This design comes from an exercise in tuning for small area, a short achievable clock period and few clock cycles per item on the open sky130 flow, not from production work. No functional check of the RTL was part of any run shown here. Power figures rest on the tool's default switching activity, not on a simulated workload.

`design/flow/run.sh`:
```
#!/bin/bash
# synth_recipe.tcl (not shown) runs the flow's synth.tcl, then flattens the netlist and writes it again
# the make line also repeats each setting of config.mk as NAME=value (left out here)
make -C /OpenROAD-flow-scripts/flow DESIGN_CONFIG=/design/flow/config.mk WORK_HOME=/design/flow/orfs CLKGATE_MAP_FILE= SYNTH_SCRIPT=/design/flow/synth_recipe.tcl finish
```
`design/flow/config.mk`:
```
export PLATFORM = sky130hd
export DESIGN_NAME = gr_codec
export DESIGN_NICKNAME = gr_codec
export VERILOG_FILES = /design/flow/design.v
export SDC_FILE = /design/flow/constraint.sdc
export NUM_CORES = 4
export LEC_CHECK = 0
export CAP_MARGIN = 20
export CORE_MARGIN = 2
export CORE_UTILIZATION = 40
export PLACE_DENSITY = 0.6
export SLEW_MARGIN = 20
```
`design/flow/constraint.sdc`:
```
create_clock -name core_clock -period 10.0 [get_ports {clk}]
set_input_delay 2.0000 -clock core_clock [delete_from_list [all_inputs] [get_ports {clk}]]
set_output_delay 2.0000 -clock core_clock [all_outputs]
set_load 0.01 [all_outputs]
```
`design/flow/design.v`:
```
module gr_pe (
    input  wire       clk,
    input  wire       rst,
    input  wire       init,        
    input  wire       obs_valid,   
    input  wire [7:0] obs_rank,
    output reg  [2:0] k
);
    reg  [15:0] sum;
    reg  [7:0]  count;
    wire [15:0] sum_next = sum + {8'd0, obs_rank};
    function [2:0] retune;
        input [15:0] s;
        begin
            if      (s[15]) retune = 3'd7;
            else if (s[14]) retune = 3'd6;
            else if (s[13]) retune = 3'd5;
            else if (s[12]) retune = 3'd4;
            else if (s[11]) retune = 3'd3;
            else if (s[10]) retune = 3'd2;
            else if (s[9])  retune = 3'd1;
            else            retune = 3'd0;
        end
    endfunction
    always @(posedge clk) begin
        if (rst || init) begin
            k     <= 3'd3;
            sum   <= 16'd0;
            count <= 8'd0;
        end else if (obs_valid) begin
            if (count == 8'd255) begin
                k     <= retune(sum_next);
                sum   <= 16'd0;
                count <= 8'd0;
            end else begin
                sum   <= sum_next;
                count <= count + 8'd1;
            end
        end
    end
endmodule
module gr_encoder (
    input  wire        clk,
    input  wire        rst,
    input  wire        in_valid,
    output wire        in_ready,
    input  wire        in_eos,
    input  wire [7:0]  in_rank,
    output reg         out_valid,
    input  wire        out_ready,
    output reg  [31:0] out_word,
    output reg         out_last
);
    reg         f0v, f1v;
    reg  [8:0]  f0, f1;       
    assign in_ready = !f1v;
    wire        push   = in_valid && !f1v;
    wire [8:0]  in_sym = in_eos ? 9'd256 : {1'b0, in_rank};
    reg  [30:0] acc;          
    reg  [4:0]  cnt;          
    reg  [7:0]  zl;           
    reg         lng;          
    reg         flush;        
    wire [2:0]  k;
    wire        eos    = f0[8];
    wire [8:0]  qs     = f0 >> k;
    wire [8:0]  qu     = lng ? {1'b0, zl} : qs;
    wire [9:0]  pos    = {5'd0, cnt} + {1'b0, qu};      
    wire        zstep  = (pos[9:5] != 5'd0);
    wire [6:0]  rbits  = f0[6:0] & ((7'd1 << k) - 7'd1);
    wire [38:0] comb   = {8'd0, acc} | ({31'd0, rbits, 1'b1} << pos[4:0]);
    wire [5:0]  tot    = {1'b0, pos[4:0]} + {3'd0, k} + 6'd1;
    wire        wfull  = tot[5];
    wire        free   = !out_valid || out_ready;
    wire        busy   = flush || f0v;
    wire        emit   = flush || zstep || wfull || eos;
    wire        step   = busy && (!emit || free);
    wire        pop    = step && !flush && !zstep;
    gr_pe u_pe (
        .clk       (clk),
        .rst       (rst),
        .init      (pop && eos),
        .obs_valid (pop && !eos),
        .obs_rank  (f0[7:0]),
        .k         (k)
    );
    always @(posedge clk) begin
        if (rst) begin
            f0v <= 1'b0;
            f1v <= 1'b0;
        end else if (!f0v || pop) begin
            f0v <= f1v || push;
            f1v <= 1'b0;
        end else if (push) begin
            f1v <= 1'b1;
        end
    end
    always @(posedge clk) begin
        if (!f0v || pop)
            f0 <= f1v ? f1 : in_sym;
        if (f0v && !pop && push)
            f1 <= in_sym;
    end
    always @(posedge clk) begin
        if (rst) begin
            acc       <= 31'd0;
            cnt       <= 5'd0;
            zl        <= 8'd0;
            lng       <= 1'b0;
            flush     <= 1'b0;
            out_valid <= 1'b0;
            out_word  <= 32'd0;
            out_last  <= 1'b0;
        end else begin
            if (out_ready)
                out_valid <= 1'b0;
            if (step) begin
                if (flush) begin
                    out_valid <= 1'b1;
                    out_word  <= {1'b0, acc};
                    out_last  <= 1'b1;
                    acc       <= 31'd0;
                    cnt       <= 5'd0;
                    flush     <= 1'b0;
                end else if (zstep) begin
                    out_valid <= 1'b1;
                    out_word  <= {1'b0, acc};
                    out_last  <= 1'b0;
                    acc       <= 31'd0;
                    cnt       <= 5'd0;
                    zl        <= pos[7:0] - 8'd32;
                    lng       <= 1'b1;
                end else begin
                    lng <= 1'b0;
                    if (wfull) begin
                        out_valid <= 1'b1;
                        out_word  <= comb[31:0];
                        out_last  <= eos && (tot[4:0] == 5'd0);
                        acc       <= {24'd0, comb[38:32]};
                        cnt       <= tot[4:0];
                        flush     <= eos && (tot[4:0] != 5'd0);
                    end else if (eos) begin
                        out_valid <= 1'b1;
                        out_word  <= comb[31:0];
                        out_last  <= 1'b1;
                        acc       <= 31'd0;
                        cnt       <= 5'd0;
                    end else begin
                        acc <= comb[30:0];
                        cnt <= tot[4:0];
                    end
                end
            end
        end
    end
endmodule
module gr_decoder (
    input  wire        clk,
    input  wire        rst,
    input  wire        in_valid,
    output wire        in_ready,
    input  wire [31:0] in_word,
    output reg         out_valid,
    input  wire        out_ready,
    output reg  [7:0]  out_rank,
    output reg         out_eos
);
    localparam W = 16;
    reg  [31:0] a, b;         
    reg         av, bv;       
    reg  [4:0]  p;            
    reg  [8:0]  qacc;         
    reg         rem;          
    reg  [2:0]  k;
    reg  [7:0]  count;
    reg  [15:0] sum;
    reg         obs;          
    reg         retune;       
    assign in_ready = !bv;
    wire        push  = in_valid && !bv;
    wire        free  = !out_valid || out_ready;
    wire [63:0] src   = {b & {32{bv}}, a};
    wire [W-1:0] win  = src[p +: W];
    function [3:0] ctz;
        input [W-1:0] v;
        integer i;
        begin
            ctz = 4'd0;
            for (i = W - 1; i >= 0; i = i - 1)
                if (v[i]) ctz = i[3:0];
        end
    endfunction
    wire        found = (win != {W{1'b0}});
    wire [3:0]  tz    = ctz(win);
    wire [6:0]  mask  = (7'd1 << k) - 7'd1;
    wire [4:0]  clen  = {1'b0, tz} + {2'd0, k} + 5'd1;
    wire [6:0]  cend  = {2'd0, p} + {2'd0, clen};
    wire        fits  = (clen <= W) && (bv || cend <= 7'd32);
    wire [W-1:0] wsh  = win >> tz;
    wire [6:0]  r_one = wsh[7:1] & mask;
    wire [6:0]  rend  = {2'd0, p} + {4'd0, k};
    wire        rfits = bv || rend <= 7'd32;
    wire [6:0]  r_rem = win[6:0] & mask;
    wire [6:0]  zend  = (bv || p < 5'd16) ? {2'd0, p} + W : 7'd32;
    wire [9:0]  qsum  = {1'b0, qacc} + {6'd0, tz};
    wire [9:0]  qtot  = rem ? {1'b0, qacc} : qsum;
    wire [6:0]  r     = rem ? r_rem : r_one;
    wire        d_eos = (qtot >= (10'd256 >> k));
    wire [7:0]  d     = qtot[7:0] << k | {1'b0, r};
    wire        go    = av && !retune;
    wire        done  = go && (rem ? rfits : (found && fits));
    wire        emit  = done && free;
    wire        part  = go && !rem && found && !fits;
    wire        zrun  = go && !rem && !found;
    reg  [6:0]  pend;         
    always @(*) begin
        if (rem)
            pend = rend;
        else if (!found)
            pend = zend;
        else if (fits)
            pend = cend;
        else
            pend = {2'd0, p} + {2'd0, tz} + 7'd1;
    end
    wire        adv   = emit || part || zrun;
    wire        drop1 = emit && d_eos;                  
    wire        drop2 = drop1 && (pend > 7'd32);        
    wire        nexta = adv && (pend[5] || drop1);      
    always @(posedge clk) begin
        if (rst) begin
            av <= 1'b0;
            bv <= 1'b0;
            p  <= 5'd0;
        end else begin
            if (adv)
                p <= drop1 ? 5'd0 : pend[4:0];
            if (drop2) begin
                av <= 1'b0;
                bv <= 1'b0;
            end else if (!av || nexta) begin
                av <= bv || push;
                bv <= 1'b0;
            end else if (push) begin
                bv <= 1'b1;
            end
        end
    end
    always @(posedge clk) begin
        if (!av || nexta)
            a <= bv ? b : in_word;
        if (av && !nexta && push)
            b <= in_word;
    end
    always @(posedge clk) begin
        if (rst) begin
            qacc      <= 9'd0;
            rem       <= 1'b0;
            out_valid <= 1'b0;
            out_rank  <= 8'd0;
            out_eos   <= 1'b0;
        end else begin
            if (out_ready)
                out_valid <= 1'b0;
            if (emit) begin
                out_valid <= 1'b1;
                out_rank  <= d_eos ? 8'd0 : d;
                out_eos   <= d_eos;
                qacc      <= 9'd0;
                rem       <= 1'b0;
            end else if (part) begin
                qacc      <= qsum[8] ? 9'd256 : qsum[8:0];
                rem       <= 1'b1;
            end else if (zrun) begin
                qacc      <= (qsum[8] || ({1'b0, qacc} + (zend - {2'd0, p})) >= 10'd256) ? 9'd256
                           : qacc + {2'd0, zend - {2'd0, p}};
            end
        end
    end
    wire [15:0] sum_next = sum + {8'd0, out_rank};
    function [2:0] retune_k;
        input [15:0] s;
        begin
            if      (s[15]) retune_k = 3'd7;
            else if (s[14]) retune_k = 3'd6;
            else if (s[13]) retune_k = 3'd5;
            else if (s[12]) retune_k = 3'd4;
            else if (s[11]) retune_k = 3'd3;
            else if (s[10]) retune_k = 3'd2;
            else if (s[9])  retune_k = 3'd1;
            else            retune_k = 3'd0;
        end
    endfunction
    always @(posedge clk) begin
        if (rst || drop1) begin
            k      <= 3'd3;
            count  <= 8'd0;
            sum    <= 16'd0;
            obs    <= 1'b0;
            retune <= 1'b0;
        end else begin
            obs    <= emit;
            retune <= emit && (count == 8'd255);
            if (emit)
                count <= count + 8'd1;
            if (obs) begin
                if (retune) begin
                    k   <= retune_k(sum_next);
                    sum <= 16'd0;
                end else begin
                    sum <= sum_next;
                end
            end
        end
    end
endmodule
module gr_codec (
    input  wire        clk,
    input  wire        rst,
    input  wire        enc_in_valid,
    output wire        enc_in_ready,
    input  wire        enc_in_eos,
    input  wire [7:0]  enc_in_rank,
    output wire        enc_out_valid,
    input  wire        enc_out_ready,
    output wire [31:0] enc_out_word,
    output wire        enc_out_last,
    input  wire        dec_in_valid,
    output wire        dec_in_ready,
    input  wire [31:0] dec_in_word,
    output wire        dec_out_valid,
    input  wire        dec_out_ready,
    output wire [7:0]  dec_out_rank,
    output wire        dec_out_eos
);
    gr_encoder u_enc (
        .clk       (clk),
        .rst       (rst),
        .in_valid  (enc_in_valid),
        .in_ready  (enc_in_ready),
        .in_eos    (enc_in_eos),
        .in_rank   (enc_in_rank),
        .out_valid (enc_out_valid),
        .out_ready (enc_out_ready),
        .out_word  (enc_out_word),
        .out_last  (enc_out_last)
    );
    gr_decoder u_dec (
        .clk       (clk),
        .rst       (rst),
        .in_valid  (dec_in_valid),
        .in_ready  (dec_in_ready),
        .in_word   (dec_in_word),
        .out_valid (dec_out_valid),
        .out_ready (dec_out_ready),
        .out_rank  (dec_out_rank),
        .out_eos   (dec_out_eos)
    );
endmodule
```
==> impl_results.md, run 1 <==
* Leakage power at 7.36 nW
* GP Congestion at between 0.9 and 1
* Clock transition at path regs at about 0.060 ns
* Worst hold path type: flop to flop
* Worst path bufs/invs at 5
* Post-Syn Area at 17,300 sq um
* Post-synth EDFFs at 82
* Total grt overflow at 0
* Startpoint types: flop
* Vias at about 15,000
* Starting Density at 0.404
* First-pass GRT wire length at 79,900 um
* Final core utilization at 0.457
* Cell depth of the worst setup path at 25
* Max Cap Viol at 0
* P&R area growth vs syn at 13.2%
* Ant. Diodes at 0
* Outcome: finished clean
* Least-Margin Pin Slew at 1.02 ns
* Power Dens Cells at 242 nW/um^2
* DRT Wirelength at 49,900 um
* Hpwl dp at between 30,000 and 40,000 um
* Synth area leader: dfxtp_1
* Top post-synthesis cells by area: dfxtp_1 19%, edfxtp_1 14%, mux4_2 4.8%
* Synth top area share at 0.191
* DRT Pass-1 Iters at 6
* Sequential share of the synthesized area at 0.333
* Rel. slew slack at 0.315
* Worst vdd ir at approximately 0.15 mV
* Fin Setup TNS at 0 ns
* Syn Inst Count at 1,965
* I/O pin cnt at 93
* CP required at roughly 10 ns
* Post-route minimum period at roughly 8.6 ns
* Crit-path max cell delay at 0.84 ns
* Die Ht at 212 um
* Vias per cell at 5.88
* Setup Skew at 0.0425 ns
* CP max FO at 35
* RSZ-0062 raised after global routing: no
* CTS max path bufs at 3
* Post-CTS resize count at 0
* Layout cells sized above 1 at 0.107
* Cell variety after synth at 96
* Clock latency (worst-skew pair) at 0.58 ns
* Async set or reset register ratio after synthesis at 0
* Cell mode on critical path: buf_4
* Worst path slowest cell: dfxtp_2
* DR WL/cell at 19.1 um
* Tot Pwr at 4.74 mW
* YS warnings at 3
* Residual DRC at 0
* 1st-iter DRT viols at 1,282
* Hold Fails Final Rpt at 0
* Critical R2R Launch: u_dec.p[2]
* Slew Limit Fails at 0
* F_max at around 120 MHz
* DIE WIDTH at 212 um
* FF-to-FF path depth at 25
* # setup viols final at 0
* Core Region at roughly 43,000 sq um
* # rows at 76
* Final period util at 0.861
* Ys flop type: dfxtp_1
* Critical path's top delay family: simple AND/OR/NAND/NOR gates
* Vias in the first global route at about 15,000
* Largest net degree at the start of global routing at 65
* ANT nets after route at 0
* CTS Buf Count at 28
* Root buffer cell: clkbuf_16
* CTS Sinks at 247
* H-tree levels at 1
* CTS tree: yes
* Setup crit end: u_dec.b[2]
* FF+latch count, synth at 247
* WP data arrival at around 8.8 ns
* R2r endpoint: u_dec.b[2]
* Crit end category: flop
* Setup Fix Bufs, Post-CTS at 0
* IO buf count at 92
* Nets at 2,122
* GRT Util Overall at 0.219
* Synth Area per Inst at 8.82 sq um
* # hold bufs at CTS at 0
* WS Path Type: flop to flop
* Critical Path Start: u_dec.p[2]
* Initial antenna violation count at 0
* FF-to-FF setup slack at 1.39 ns
* Die area at 45,000 sq um
per-layer routing:
metal / global-route usage / up-vias / part of all wire
li1: - / 7379 / -
met1: 0.297 / 7370 / 0.45
met2: 0.365 / 472 / 0.47
met3: 0.0276 / 92 / 0.055
met4: 0.0636 / 0 / 0.026
met5: 0 / - / 0
how the worst min path moves through the flow:
stage          slack (ns)               start            endpoint  cells past startpoint
3_3_place_gp         0.45  u_enc.out_word[31]  u_enc.out_word[31]                      2
4_1_cts              0.46  u_enc.out_word[31]  u_enc.out_word[31]                      2
2_1_floorplan        0.43        u_enc.cnt[0]        u_enc.cnt[0]                      2
3_5_place_dp         0.46  u_enc.out_word[31]  u_enc.out_word[31]                      2
5_1_grt              0.48  u_enc.out_word[31]  u_enc.out_word[31]                      2
6_report             0.46  u_enc.out_word[31]  u_enc.out_word[31]                      2
through the flow:
| step | setup slack (ns) | hold slack, ns | instance area (sq um) | std cells |
|---|---|---|---|---|
| after floorplan | 0.137 | 0.429 | 17300 | 1968 |
| after global placement | 1.74 | 0.446 | 18700 | 2554 |
| after detailed placement | 1.50 | 0.456 | 18700 | 2554 |
| after CTS | 1.47 | 0.465 | 19600 | 2604 |
| after global routing | 0.834 | 0.479 | 19600 | 2604 |
| final | 1.39 | 0.457 | 19600 | 2604 |
registers in the layout (all words and copies together), names as in the netlist, 9 cells and up:
| register | flops |
|---|---|
| u_enc.out_word | 32 |
| u_dec.b | 32 |
| u_enc.f0 | 9 |
| u_enc.f1 | 9 |
| u_enc.acc | 31 |
| u_dec.sum | 16 |
| u_dec.qacc | 9 |
| u_enc.u_pe.sum | 16 |
| u_dec.a | 32 |
cell families (layout without fill, tap and decap cells):
family                   count (synthesis)  in the layout  share of synthesized area
AO/OA/AOI/OAI                          547            547                      0.212
XOR/XNOR                                70             70                     0.0354
adder cells (fa/ha/maj)                 76             76                     0.0592
buffers and inverters                  192            243                     0.0500
flip-flops                             247            247                      0.333
multiplexers                           164            164                      0.126
other                                    1              4                   0.000216
AND/OR/NAND/NOR                        668            668                      0.184
worst min-delay path, cell delays in order (launching register included):
cell and delay [ns]:
dfxtp_1 0.31, nand2_1 0.05, a21oi_1 0.05
cell usage after synthesis, types with 27 or more instances:
cell type and number:
nand3_1 52, mux2i_1 62, nand2_1 153, nor3_1 68, mux2_2 64, a21oi_1 150
mux4_2 37, edfxtp_1 82, o21ai_0 80, clkbuf_1 81, inv_1 62, a211oi_1 52
xor2_1 27, a21o_1 40, xnor2_1 43, dfxtp_1 165, nor2b_1 42, nor2_1 215
ha_1 66
area by class of cell:
type / instances / area (sq um)
well taps: 585 / 732
multi-input cells: 1529 / 10800
inverters: 67 / 251
repair buffers: 126 / 1170
fillers: 4151 / 23300
clock buffers: 38 / 774
flip-flops and latches: 247 / 5770
clock inverters: 12 / 151
cell usage in the layout, fill, tap and decap left out, types with 12 or more instances in the layout:
cell type / netlist / layout
nand2b_1: 24 / 24
buf_4: 3 / 34
o21bai_1: 17 / 17
nor2_1: 215 / 215
nand4_1: 15 / 15
nor3_1: 68 / 68
mux2_2: 64 / 64
a211oi_1: 52 / 51
o221ai_1: 12 / 12
clkdlybuf4s50_1: 0 / 91
and2_1: 18 / 18
nand3_1: 52 / 52
xor2_1: 27 / 27
mux2i_1: 62 / 62
o22ai_1: 23 / 23
dfxtp_1: 165 / 161
o211ai_1: 15 / 15
or3_1: 15 / 15
mux4_2: 37 / 37
xnor2_1: 43 / 43
and3_1: 14 / 14
a21o_1: 40 / 40
o21ai_0: 80 / 80
nor2b_1: 42 / 42
a31oi_1: 13 / 12
inv_1: 62 / 62
a22oi_1: 26 / 26
ha_1: 66 / 66
clkbuf_16: 0 / 28
edfxtp_1: 82 / 82
nand2_1: 153 / 153
a21oi_1: 150 / 148
power breakdown:
group	leakage, nW	internal [mW]	switching [mW]
registers	2.13	1.15	0.143
logic	4.76	0.948	1.46
clock network	0.466	0.619	0.418
total	7.36	2.72	2.03
==> run 2: changes to the inputs <==
--- a/design/flow/design.v
+++ b/design/flow/design.v
@@ -68,7 +68,13 @@
     wire [9:0]  pos    = {5'd0, cnt} + {1'b0, qu};      
     wire        zstep  = (pos[9:5] != 5'd0);
     wire [6:0]  rbits  = f0[6:0] & ((7'd1 << k) - 7'd1);
-    wire [38:0] comb   = {8'd0, acc} | ({31'd0, rbits, 1'b1} << pos[4:0]);
+    wire [7:0]  t0     = {rbits, 1'b1};
+    wire [8:0]  t1     = pos[0] ? {t0, 1'b0}  : {1'b0, t0};
+    wire [10:0] t2     = pos[1] ? {t1, 2'd0}  : {2'd0, t1};
+    wire [14:0] t3     = pos[2] ? {t2, 4'd0}  : {4'd0, t2};
+    wire [22:0] t4     = pos[3] ? {t3, 8'd0}  : {8'd0, t3};
+    wire [38:0] t5     = pos[4] ? {t4, 16'd0} : {16'd0, t4};
+    wire [38:0] comb   = {8'd0, acc} | t5;
     wire [5:0]  tot    = {1'b0, pos[4:0]} + {3'd0, k} + 6'd1;
     wire        wfull  = tot[5];
     wire        free   = !out_valid || out_ready;
@@ -166,96 +172,125 @@
     output reg         out_eos
 );
     localparam W = 16;
-    reg  [31:0] a, b;         
-    reg         av, bv;       
-    reg  [4:0]  p;            
+    reg  [31:0] w0, w1;       
+    reg         v0, v1;       
+    reg         wp;           
+    reg  [5:0]  p;            
     reg  [8:0]  qacc;         
-    reg         rem;          
     reg  [2:0]  k;
     reg  [7:0]  count;
     reg  [15:0] sum;
     reg         obs;          
     reg         retune;       
-    assign in_ready = !bv;
-    wire        push  = in_valid && !bv;
+    wire        full  = v0 && v1;
+    assign in_ready = !full;
+    wire        push  = in_valid && !full;
     wire        free  = !out_valid || out_ready;
-    wire [63:0] src   = {b & {32{bv}}, a};
-    wire [W-1:0] win  = src[p +: W];
+    wire        cur   = p[5];
+    wire        cv    = cur ? v1 : v0;           
+    wire        nv    = cur ? v0 : v1;           
+    wire [4:0]  po    = p[4:0];
+    wire [63:0] ring  = {w1, w0};
+    wire [46:0] l5;
+    wire [30:0] l4;
+    wire [22:0] l3;
+    wire [18:0] l2;
+    wire [16:0] l1;
+    wire [W-1:0] raw, win;
+    genvar gi;
+    generate
+        for (gi = 0; gi < 47; gi = gi + 1) begin : g_l5
+            assign l5[gi] = p[5] ? ring[(gi + 32) % 64] : ring[gi];
+        end
+        for (gi = 0; gi < 31; gi = gi + 1) begin : g_l4
+            assign l4[gi] = p[4] ? l5[gi + 16] : l5[gi];
+        end
+        for (gi = 0; gi < 23; gi = gi + 1) begin : g_l3
+            assign l3[gi] = p[3] ? l4[gi + 8] : l4[gi];
+        end
+        for (gi = 0; gi < 19; gi = gi + 1) begin : g_l2
+            assign l2[gi] = p[2] ? l3[gi + 4] : l3[gi];
+        end
+        for (gi = 0; gi < 17; gi = gi + 1) begin : g_l1
+            assign l1[gi] = p[1] ? l2[gi + 2] : l2[gi];
+        end
+        for (gi = 0; gi < W; gi = gi + 1) begin : g_l0
+            assign raw[gi] = p[0] ? l1[gi + 1] : l1[gi];
+            assign win[gi] = raw[gi] && (nv || (po <= 5'd31 - gi));
+        end
+    endgenerate
     function [3:0] ctz;
         input [W-1:0] v;
-        integer i;
+        integer j;
         begin
             ctz = 4'd0;
-            for (i = W - 1; i >= 0; i = i - 1)
-                if (v[i]) ctz = i[3:0];
+            for (j = W - 1; j >= 0; j = j - 1)
+                if (v[j]) ctz = j[3:0];
         end
     endfunction
     wire        found = (win != {W{1'b0}});
     wire [3:0]  tz    = ctz(win);
-    wire [6:0]  mask  = (7'd1 << k) - 7'd1;
     wire [4:0]  clen  = {1'b0, tz} + {2'd0, k} + 5'd1;
-    wire [6:0]  cend  = {2'd0, p} + {2'd0, clen};
-    wire        fits  = (clen <= W) && (bv || cend <= 7'd32);
+    wire [5:0]  cend  = {1'b0, po} + {1'b0, clen};
+    wire        fit   = found && (clen <= W) && (nv || cend <= 6'd32);
+    wire [5:0]  zmax  = (nv || po <= 5'd16) ? W : 6'd32 - {1'b0, po};
+    wire [5:0]  z     = found ? {2'd0, tz} : zmax;
     wire [W-1:0] wsh  = win >> tz;
-    wire [6:0]  r_one = wsh[7:1] & mask;
-    wire [6:0]  rend  = {2'd0, p} + {4'd0, k};
-    wire        rfits = bv || rend <= 7'd32;
-    wire [6:0]  r_rem = win[6:0] & mask;
-    wire [6:0]  zend  = (bv || p < 5'd16) ? {2'd0, p} + W : 7'd32;
-    wire [9:0]  qsum  = {1'b0, qacc} + {6'd0, tz};
-    wire [9:0]  qtot  = rem ? {1'b0, qacc} : qsum;
-    wire [6:0]  r     = rem ? r_rem : r_one;
+    wire [6:0]  r     = wsh[7:1] & ((7'd1 << k) - 7'd1);
+    wire [9:0]  qz    = {1'b0, qacc} + {4'd0, z};
+    wire [9:0]  qtot  = qz;                       
     wire        d_eos = (qtot >= (10'd256 >> k));
-    wire [7:0]  d     = qtot[7:0] << k | {1'b0, r};
-    wire        go    = av && !retune;
-    wire        done  = go && (rem ? rfits : (found && fits));
-    wire        emit  = done && free;
-    wire        part  = go && !rem && found && !fits;
-    wire        zrun  = go && !rem && !found;
-    reg  [6:0]  pend;         
-    always @(*) begin
-        if (rem)
-            pend = rend;
-        else if (!found)
-            pend = zend;
-        else if (fits)
-            pend = cend;
-        else
-            pend = {2'd0, p} + {2'd0, tz} + 7'd1;
-    end
-    wire        adv   = emit || part || zrun;
-    wire        drop1 = emit && d_eos;                  
-    wire        drop2 = drop1 && (pend > 7'd32);        
-    wire        nexta = adv && (pend[5] || drop1);      
+    wire [7:0]  d     = (qtot[7:0] << k) | {1'b0, r};
+    wire        go    = cv && !retune;
+    wire        emit  = go && fit && free;
+    wire        zrun  = go && !fit;
+    wire [5:0]  amt   = fit ? {1'b0, clen} : z;
+    wire [6:0]  pend  = {1'b0, p} + {1'b0, amt};
+    wire        xslot = ({1'b0, po} + amt) >= 6'd32;   
+    wire        drop2 = emit && d_eos && (cend > 6'd32);
     always @(posedge clk) begin
         if (rst) begin
-            av <= 1'b0;
-            bv <= 1'b0;
-            p  <= 5'd0;
+            v0 <= 1'b0;
+            v1 <= 1'b0;
+            wp <= 1'b0;
+            p  <= 6'd0;
         end else begin
-            if (adv)
-                p <= drop1 ? 5'd0 : pend[4:0];
-            if (drop2) begin
-                av <= 1'b0;
-                bv <= 1'b0;
-            end else if (!av || nexta) begin
-                av <= bv || push;
-                bv <= 1'b0;
-            end else if (push) begin
-                bv <= 1'b1;
+            if (emit && d_eos) begin
+                p <= drop2 ? {cur, 5'd0} : {!cur, 5'd0};
+                if (drop2) begin
+                    v0 <= 1'b0;
+                    v1 <= 1'b0;
+                end else if (cur)
+                    v1 <= 1'b0;
+                else
+                    v0 <= 1'b0;
+            end else if (emit || zrun) begin
+                p <= pend[5:0];
+                if (xslot) begin
+                    if (cur)
+                        v1 <= 1'b0;
+                    else
+                        v0 <= 1'b0;
+                end
+            end
+            if (push) begin
+                wp <= !wp;
+                if (wp)
+                    v1 <= 1'b1;
+                else
+                    v0 <= 1'b1;
             end
         end
     end
     always @(posedge clk) begin
-        if (!av || nexta)
-            a <= bv ? b : in_word;
-        if (av && !nexta && push)
-            b <= in_word;
+        if (push && !wp)
+            w0 <= in_word;
+        if (push && wp)
+            w1 <= in_word;
     end
     always @(posedge clk) begin
         if (rst) begin
             qacc      <= 9'd0;
-            rem       <= 1'b0;
             out_valid <= 1'b0;
             out_rank  <= 8'd0;
             out_eos   <= 1'b0;
@@ -267,13 +302,8 @@
                 out_rank  <= d_eos ? 8'd0 : d;
                 out_eos   <= d_eos;
                 qacc      <= 9'd0;
-                rem       <= 1'b0;
-            end else if (part) begin
-                qacc      <= qsum[8] ? 9'd256 : qsum[8:0];
-                rem       <= 1'b1;
             end else if (zrun) begin
-                qacc      <= (qsum[8] || ({1'b0, qacc} + (zend - {2'd0, p})) >= 10'd256) ? 9'd256
-                           : qacc + {2'd0, zend - {2'd0, p}};
+                qacc      <= qz[8] ? 9'd256 : qz[8:0];
             end
         end
     end
@@ -292,7 +322,7 @@
         end
     endfunction
     always @(posedge clk) begin
-        if (rst || drop1) begin
+        if (rst || (emit && d_eos)) begin
             k      <= 3'd3;
             count  <= 8'd0;
             sum    <= 16'd0;
--- a/design/flow/config.mk
+++ b/design/flow/config.mk
@@ -9,4 +9,5 @@
 export CORE_MARGIN = 2
 export CORE_UTILIZATION = 40
 export PLACE_DENSITY = 0.6
+export SETUP_SLACK_MARGIN = 3
 export SLEW_MARGIN = 20
==> run 2 against run 1 <==
  * Largest power group unchanged
  * Via count down 2.8%
  * Non-clock buffer count is 41 higher
  * Combinational power down 24%
  * Synthesized area shrank 4.5%
  * Die area shrank 4.4%
  * Wire length decreased by 5.0%
  * Cell count down 2.1%
  * Still clean on timing, DRC and antenna
  * Sequential power decreased by 9%
  * Synthesized cell count fell by 2.4%
==> impl_results.md, run 2 <==
* WP data arrival at 7.36 ns (-1.44 ns)
* Net Switching at 1.59 mW (-21%)
* Critical R2R Launch: u_dec.p[4]
* YS warnings at 3 (unchanged)
* DIE WIDTH at 207 um (-2.2%)
* Hpwl dp at 33,400 um (-8.5%)
* GRT Util Overall at 0.212 (-0.00705)
* Vias in the first global route at 14,148 (-4.2%)
* Flop pwr share at 0.290 (+0.017)
* Top-count cell post-synth: nor2_1
* Worst path slowest cell: or4_4
* Commonest non-fill, non-tap cell in the layout: nor2_1
* Hold path start: u_enc.u_pe.sum[7]
* Hold Path Cell Cnt at 2 (unchanged)
* Hold Fails Final Rpt at 0 (unchanged)
* CTS Sinks at 248 (+0.40%)
* DRT Wirelength at 47,400 um (-5.0%)
* DRT Pass-1 Iters at 5 (-1)
* Vias per cell at 5.84 (-0.66%)
* 1st-iter DRT viols at 1,207 (-5.9%)
* Crit-path max cell delay at 0.53 ns (-0.31 ns)
* Clk network pwr share at 0.258 (+0.039)
* Clock latency (worst-skew pair) at 0.59 ns (about the same)
* Die area at 43,000 sq um (-4.4%)
* Rel. slew slack at 0.299 (-0.0160)
* Initial antenna violation count at 1 (+1)
* Top post-synthesis cells by area: dfxtp_1 20%, edfxtp_1 15%, a21oi_1 5.6%
* Synth area leader: dfxtp_1
* FF-to-FF path depth at 30 (+20%)
* Startpoint types: flop
* Syn Inst Count at 1,917 (-2.4%)
* FF+latch count, synth at 248 (+0.40%)
* Post-Place Setup Slack at 1.24 ns (-0.258 ns)
* Setup Skew at 0.0221 ns (-0.0204 ns)
* IO buf count at 92 (unchanged)
* Post-route minimum period at 6.90 ns (-1.71 ns)
* WS Path Type: flop to flop
* Switching share of total power at 0.390 (-0.0374)
* Pint at 2.49 mW (-8.3%)
* CTS tree: yes
* Fill cells at 3,856 (-7.1%)
* Synth top area share at 0.201 (+0.0102)
* Synth Area per Inst at 8.63 sq um (-2.1%)
* Largest net degree at the start of global routing at 69 (+6.2%)
* FF-to-FF setup slack at 3.10 ns (+1.71 ns)
* Residual DRC at 0 (unchanged)
* Starting Density at 0.405 (+0.00118)
* Leakage power at 7.26 nW (-1.4%)
* Most frequent cells in the layout: 219 x nor2_1, 178 x a21oi_1, 160 x dfxtp_1
* CTS Buf Count at 28 (unchanged)
* Post-Syn Area at 16,500 sq um (-4.5%)
* Post-synth EDFFs at 82 (unchanged)
* CP required at 10.46 ns (+0.27 ns)
* CP max FO at 8 (-77%)
* Outcome: finished clean
* Worst hold path type: flop to flop
* # rows at 74 (-2.6%)
* Least-Margin Pin Slew at 1.05 ns (+0.0313 ns)
* Sequential share of the synthesized area at 0.350 (+0.0169)
* First-pass GRT wire length at 75,800 um (-5.1%)
* Worst vdd ir at 0.150 mV (-2.5%)
* RSZ-0062 raised after global routing: yes
* Async set or reset register ratio after synthesis at 0 (unchanged)
* Total grt overflow at 0 (unchanged)
* Die Ht at 207 um (-2.2%)
* R2r endpoint: u_dec.p[5]
* Commonest cells in the synthesized netlist: 226 x nor2_1, 185 x a21oi_1, 166 x dfxtp_1
* Crit end category: flop
* I/O pin cnt at 93 (unchanged)
* Max Cap Viol at 0 (unchanged)
* Fin Setup TNS at 0 ns (unchanged)
* Critical path's top delay family: compound AO/OA/AOI/OAI gates
* Core Region at 40,800 sq um (-4.8%)
* Final period util at 0.690 (-0.171)
* # hold bufs at CTS at 0 (unchanged)
* ANT nets after route at 0 (unchanged)
* Nets at 2,109 (-0.61%)
* Worst path bufs/invs at 5 (unchanged)
* Multi-input gate area at 10,600 sq um (-1.1%)
* Biggest registers after layout: u_dec.w0 x32, u_dec.w1 x32, u_enc.out_word x32
* GP Congestion at 0.941 (+3.7%)
* Vias at 14,890 (-2.8%)
* End of the worst hold path: u_enc.u_pe.sum[7]
* Layout cells sized above 1 at 0.154 (+0.0473)
* Logic gate share of total power at 0.452 (-0.057)
* H-tree levels at 1 (unchanged)
* Register area at 5810 sq um (+0.61%)
* P&R area growth vs syn at 20.5%
* Ys flop type: dfxtp_1
* CTS max path bufs at 3 (unchanged)
* DR WL/cell at 18.6 um (-2.9%)
* Slew Limit Fails at 0 (unchanged)
* Cell variety after synth at 96 (unchanged)
* # setup viols final at 0 (unchanged)
* Power Dens Cells at 205 nW/um^2 (-15%)
* Clock transition at path regs at 0.06 ns (about the same)
* F_max at 145 MHz (+25%)
* Root buffer cell: clkbuf_16
* Final setup margin at 3.10 ns (+1.71 ns)
-- run 2: cell count changes in the layout (fill, tap and decap cells not counted), moves of 10 or more --
cell	before	now
a21oi_1	148	178
mux2i_1	62	79
mux4_2	37	15
o21ai_1	2	14
mux2_2	64	21
nand2_1	153	132
a21o_1	40	27
o211ai_1	15	5
a22oi_1	26	41
nor3_1	68	39
ha_1	66	51
buf_4	34	61
-- run 2: cell type report --
class	count	area share
multi-input combinational	1484	0.534
sequential	248	0.291
timing repair buffer	167	0.0808
clock buffer	29	0.0353
tap	532	0.0334
inverter	65	0.0126
clock inverter	23	0.0123
antenna	1	0.000126
-- run 2: worst max-delay path by stage --
stage | startpoint | slack (ns) | to | cells past startpoint
global placement | u_dec.p[4] | 1.55 | u_dec.out_rank[5] | 26
finish | u_dec.p[4] | 3.10 | u_dec.p[5] | 30
CTS | u_dec.p[4] | 2.98 | u_dec.out_rank[5] | 28
global route | u_dec.p[4] | 2.86 | u_dec.p[5] | 30
floorplan | u_dec.p[4] | 3.00 | u_dec.p[5] | 32
detailed placement | u_dec.p[4] | 1.24 | u_dec.out_rank[5] | 26
-- run 2: timing repair --
item	in CTS	in global routing
gates cloned	1	2
resized for setup	83	80
buffers inserted	17	33
pin swaps	10	34
setup endpoints to repair	55	70
-- run 2: power by group through the flow --
stage / logic (mW) / clock network [mW] / registers (mW)
3_5_place_dp: 1.55 / 0 / 1.20
3_3_place_gp: 1.55 / 0 / 1.20
6_report: 1.84 / 1.05 / 1.18
4_1_cts: 1.66 / 1.09 / 1.18
5_1_grt: 2.02 / 1.13 / 1.19
2_1_floorplan: 1.16 / 0 / 1.18
-- run 2: through the flow --
| stage | power (mW) | cell area [sq um] | util | hold WS [ns] | cells |
|---|---|---|---|---|---|
| global placement | 2.75 | 17800 | 0.435 | 0.442 | 2443 |
| floorplan | 2.34 | 16600 | - | 0.436 | 1917 |
| finish | 4.08 | 19900 | 0.488 | 0.461 | 2549 |
| CTS | 3.94 | 19200 | 0.471 | 0.464 | 2513 |
| detailed placement | 2.76 | 17800 | 0.436 | 0.451 | 2443 |
| global route | 4.34 | 19900 | 0.488 | 0.484 | 2549 |
-- run 2: routing by layer --
layer / global-route usage / share of wire / up-vias
met2: 0.357 / 0.48 / 409
met1: 0.287 / 0.44 / 7183
met4: 0.0498 / 0.023 / 0
li1: - / - / 7224
met5: 0 / 0 / -
met3: 0.0315 / 0.056 / 74
-- run 2: cell families after synthesis --
family,after synthesis,synth area share
and+or+nand+nor,627,0.180
AOI/OAI and AO/OA,591,0.238
DFF,248,0.350
buffers and inverters,185,0.0485
muxes,132,0.0941
adders and majority gates,68,0.0550
xor gates and xnor gates,66,0.0349
-- run 2: tightest hold or removal path: stages (launching register included) --
cell and delay [ns]:
dfxtp_1 0.32, nand2_1 0.05, a21oi_1 0.05
==> run 3: changes to the inputs <==
--- a/design/flow/config.mk
+++ b/design/flow/config.mk
@@ -5,9 +5,10 @@
 export SDC_FILE = /design/flow/constraint.sdc
 export NUM_CORES = 4
 export LEC_CHECK = 0
+export ABC_CLOCK_PERIOD_IN_PS = 5000
 export CAP_MARGIN = 20
 export CORE_MARGIN = 2
 export CORE_UTILIZATION = 40
 export PLACE_DENSITY = 0.6
-export SETUP_SLACK_MARGIN = 3
+export SETUP_SLACK_MARGIN = 5
 export SLEW_MARGIN = 20
==> run 3 against run 2 <==
  * Highest routed layer unchanged
  * Clock power is essentially flat
  * Sequential cell count stayed put
  * Clock skew is 0.0064 ns lower
  * Sequential power about the same
  * Utilization rose by 3.0 points
  * Clock-buffer cell count grew 8
  * Largest cell class unchanged
==> impl_results.md, run 3 <==
* Outcome: finished clean
* RSZ-0062 raised after global routing: yes
* Hold Fails Final Rpt at 0 (unchanged)
* DIE WIDTH at 207 um (unchanged)
* Post-DP Area at 17,900 sq um (+0.68%)
* CP required at 10.43 ns (-0.03 ns)
* Post-synth EDFFs at 82 (unchanged)
* F_max at 145 MHz (-0.18%)
* # rows at 74 (unchanged)
* Pint at 2.61 mW (+4.6%)
* Root buffer cell: clkbuf_16
* Async set or reset register ratio after synthesis at 0 (unchanged)
* Net Switching at 1.62 mW (+2.0%)
* Total grt overflow at 0 (unchanged)
* Largest net degree at the start of global routing at 78 (+13%)
* # setup viols final at 0 (unchanged)
* Vias per cell at 5.91 (+1.2%)
* Hpwl dp at 33,400 um (-0.22%)
* Worst path bufs/invs at 4 (-1)
* Critical path's top delay family: compound AO/OA/AOI/OAI gates
* Nets at 2,184 (+3.6%)
* Final period util at 0.691 (+0.00123)
* WP data arrival at 7.34 ns (-0.02 ns)
* Residual DRC at 0 (unchanged)
* CTS Sinks at 248 (unchanged)
* Rel. slew slack at 0.294 (-0.00517)
* Core Region at 40,800 sq um (unchanged)
* First-pass GRT wire length at 80,500 um (+6.1%)
* Syn Inst Count at 1,917 (unchanged)
* Most frequent cells in the layout: 211 x nor2_1, 166 x a21oi_1, 160 x dfxtp_1
* Max Cap Viol at 0 (unchanged)
* Flop pwr share at 0.279 (-0.011)
* Post-route minimum period at 6.91 ns (+0.0122 ns)
* CTS Buf Count at 28 (unchanged)
* Design area at 21,200 sq um (+6.1%)
* Worst hold path type: flop to flop
* Commonest non-fill, non-tap cell in the layout: nor2_1
* Critical R2R Launch: u_dec.p[4]
* Cell variety after synth at 96 (unchanged)
* Sequential share of the synthesized area at 0.350 (unchanged)
* Logic gate share of total power at 0.477 (+0.025)
* Vias in the first global route at 15,009 (+6.1%)
* Startpoint types: flop
* Clk network pwr share at 0.244 (-0.014)
* Switching share of total power at 0.384 (-0.00593)
* Top post-synthesis cells by area: dfxtp_1 20%, edfxtp_1 15%, a21oi_1 5.6%
* Least-Margin Pin Slew at 1.05 ns (+0.000194 ns)
* DRT Pass-1 Iters at 6 (+1)
* CTS tree: yes
* ANT nets after route at 0 (unchanged)
* Initial antenna violation count at 1 (unchanged)
* Clock transition at path regs at 0.06 ns (about the same)
* Commonest cells in the synthesized netlist: 226 x nor2_1, 185 x a21oi_1, 166 x dfxtp_1
* Starting Density at 0.405 (unchanged)
* H-tree levels at 1 (unchanged)
* DR WL/cell at 19.1 um (+2.9%)
* Top-count cell post-synth: nor2_1
* Leakage power at 7.75 nW (+6.8%)
* Worst vdd ir at 0.147 mV (-2.2%)
* WS Path Type: flop to flop
* Die area at 43,000 sq um (unchanged)
* GRT Util Overall at 0.224 (+0.0115)
* I/O pin cnt at 93 (unchanged)
* DRT Wirelength at 50,200 um (+6.0%)
* Die Ht at 207 um (unchanged)
* Post-Syn Area at 16,500 sq um (unchanged)
* Layout cells sized above 1 at 0.218 (+0.0633)
* CP max FO at 16 (+8)
* Vias at 15,516 (+4.2%)
* Crit end category: flop
* Post-Place Setup Slack at 1.67 ns (+0.426 ns)
* GP Congestion at 0.929 (-1.3%)
* Crit-path max cell delay at 0.41 ns (-0.12 ns)
* Critical Path Start: u_dec.p[4]
* Synth area leader: dfxtp_1
* Synth Area per Inst at 8.63 sq um (unchanged)
* FF+latch count, synth at 248 (unchanged)
* Fin Setup TNS at 0 ns (unchanged)
* Synth top area share at 0.201 (unchanged)
* Slew Limit Fails at 0 (unchanged)
* YS warnings at 3 (unchanged)
* 1st-iter DRT viols at 1,321 (+9.4%)
* IO buf count at 92 (unchanged)
* Power Dens Cells at 200 nW/um^2 (-2.4%)
* Ys flop type: dfxtp_1
* P&R area growth vs syn at 27.8%
* Worst path slowest cell: a2111o_1
* Biggest registers after layout: u_dec.w0 x32, u_dec.w1 x32, u_enc.out_word x32
* CTS max path bufs at 3 (unchanged)
* # hold bufs at CTS at 0 (unchanged)
* Setup Skew at 0.0156 ns (-0.00642 ns)
* Final setup margin at 3.09 ns (-0.0122 ns)
* Hold path start: u_enc.u_pe.sum[7]
* Clock latency (worst-skew pair) at 0.56 ns (-0.03 ns)
-- run 3: power by group through the flow --
| stage | registers [mW] | clock network, mW | logic [mW] |
|---|---|---|---|
| floorplan | 1.18 | 0 | 1.20 |
| detailed placement | 1.20 | 0 | 1.58 |
| CTS | 1.17 | 1.06 | 1.88 |
| finish | 1.18 | 1.03 | 2.02 |
| global placement | 1.19 | 0 | 1.58 |
| global route | 1.19 | 1.10 | 2.18 |
-- run 3: repair_timing --
| action | in CTS | in global routing |
|---|---|---|
| setup endpoints to repair | 183 | 166 |
| buffers inserted | 73 | 43 |
| gates resized for setup | 197 | 74 |
| gates cloned | 11 | 3 |
| pin swaps | 48 | 46 |
-- run 3: path summary, 6_finish.rpt --
check / endpoint / slack (ns) / depth (start not counted)
worst max-delay path: u_dec.p[5] / 3.09 / 31
worst min-delay path: u_enc.u_pe.sum[7] / 0.46 / 2
worst max register to register: u_dec.p[5] / 3.09 / 31
worst min register to register: u_enc.u_pe.sum[7] / 0.46 / 2
-- run 3: area by class of cell --
type	instances	area, sq um
fill	3675	19700
multi-input combinational	1492	11200
sequential	248	5800
timing repair buffer	233	2280
clock buffer	37	764
tap	532	666
inverter	65	267
clock inverter	15	169
timing repair inverter	1	5.00
antenna	1	2.50
-- run 3: kinds of logic after synthesis --
logic type,count (synthesis),synth area share
AOI/OAI and AO/OA,591,0.238
xor gates and xnor gates,66,0.0349
adders and majority gates,68,0.0550
buffers and inverters,185,0.0485
DFF,248,0.350
muxes,132,0.0941
and+or+nand+nor,627,0.180
-- run 3: per-stage QoR --
stage	total power, mW	hold WS, ns	utilization	cells
2_1_floorplan	2.37	0.436	-	1917
3_3_place_gp	2.77	0.443	0.438	2441
3_5_place_dp	2.78	0.448	0.439	2441
4_1_cts	4.11	0.463	0.501	2577
5_1_grt	4.47	0.483	0.518	2623
6_report	4.23	0.458	0.518	2624
-- run 3: metal layers --
metal,share of wire,global-route usage,vias up
li1,-,-,7394
met1,0.43,0.298,7478
met2,0.48,0.381,540
met3,0.063,0.0327,104
met4,0.022,0.0527,0
met5,0,0,-
-- run 3: worst register-to-register path: cells and delay by family (launching register included) --
| kind | cells | cell delay (ns) |
|---|---|---|
| compound gates | 15 | 3.09 |
| xor+xnor | 3 | 0.36 |
| fa+ha+maj | 3 | 0.79 |
| buf+inv | 4 | 0.67 |
| flops | 1 | 0.36 |
| mux | 3 | 0.81 |
| simple gates | 3 | 0.69 |

static timing again, ports no longer ideal:
No port has a modelled driver above. Below, the same layouts with a new extraction and two added sets of constraints. Step 1 assumes that a clkbuf_16 drives the clock port and a buf_2 every other input. Step 2 also shifts input and output timing later by t, the mid clock arrival at the registers, as if the neighbouring blocks saw the same clock. Three values: ideal ports, drivers, drivers and shift; two values: the first two.
run | t, ns | setup WS [ns] | clock arrival spread, ns
run 1 | 0.609 | 1.388 / 1.388 / 1.388 | 0.042 / 0.043
run 2 | 0.636 | 3.099 / 3.099 / 3.099 | 0.028 / 0.028
run 3 | 0.604 | 3.087 / 3.087 / 3.087 | 0.016 / 0.016
After both steps every run listed still meets setup and hold.
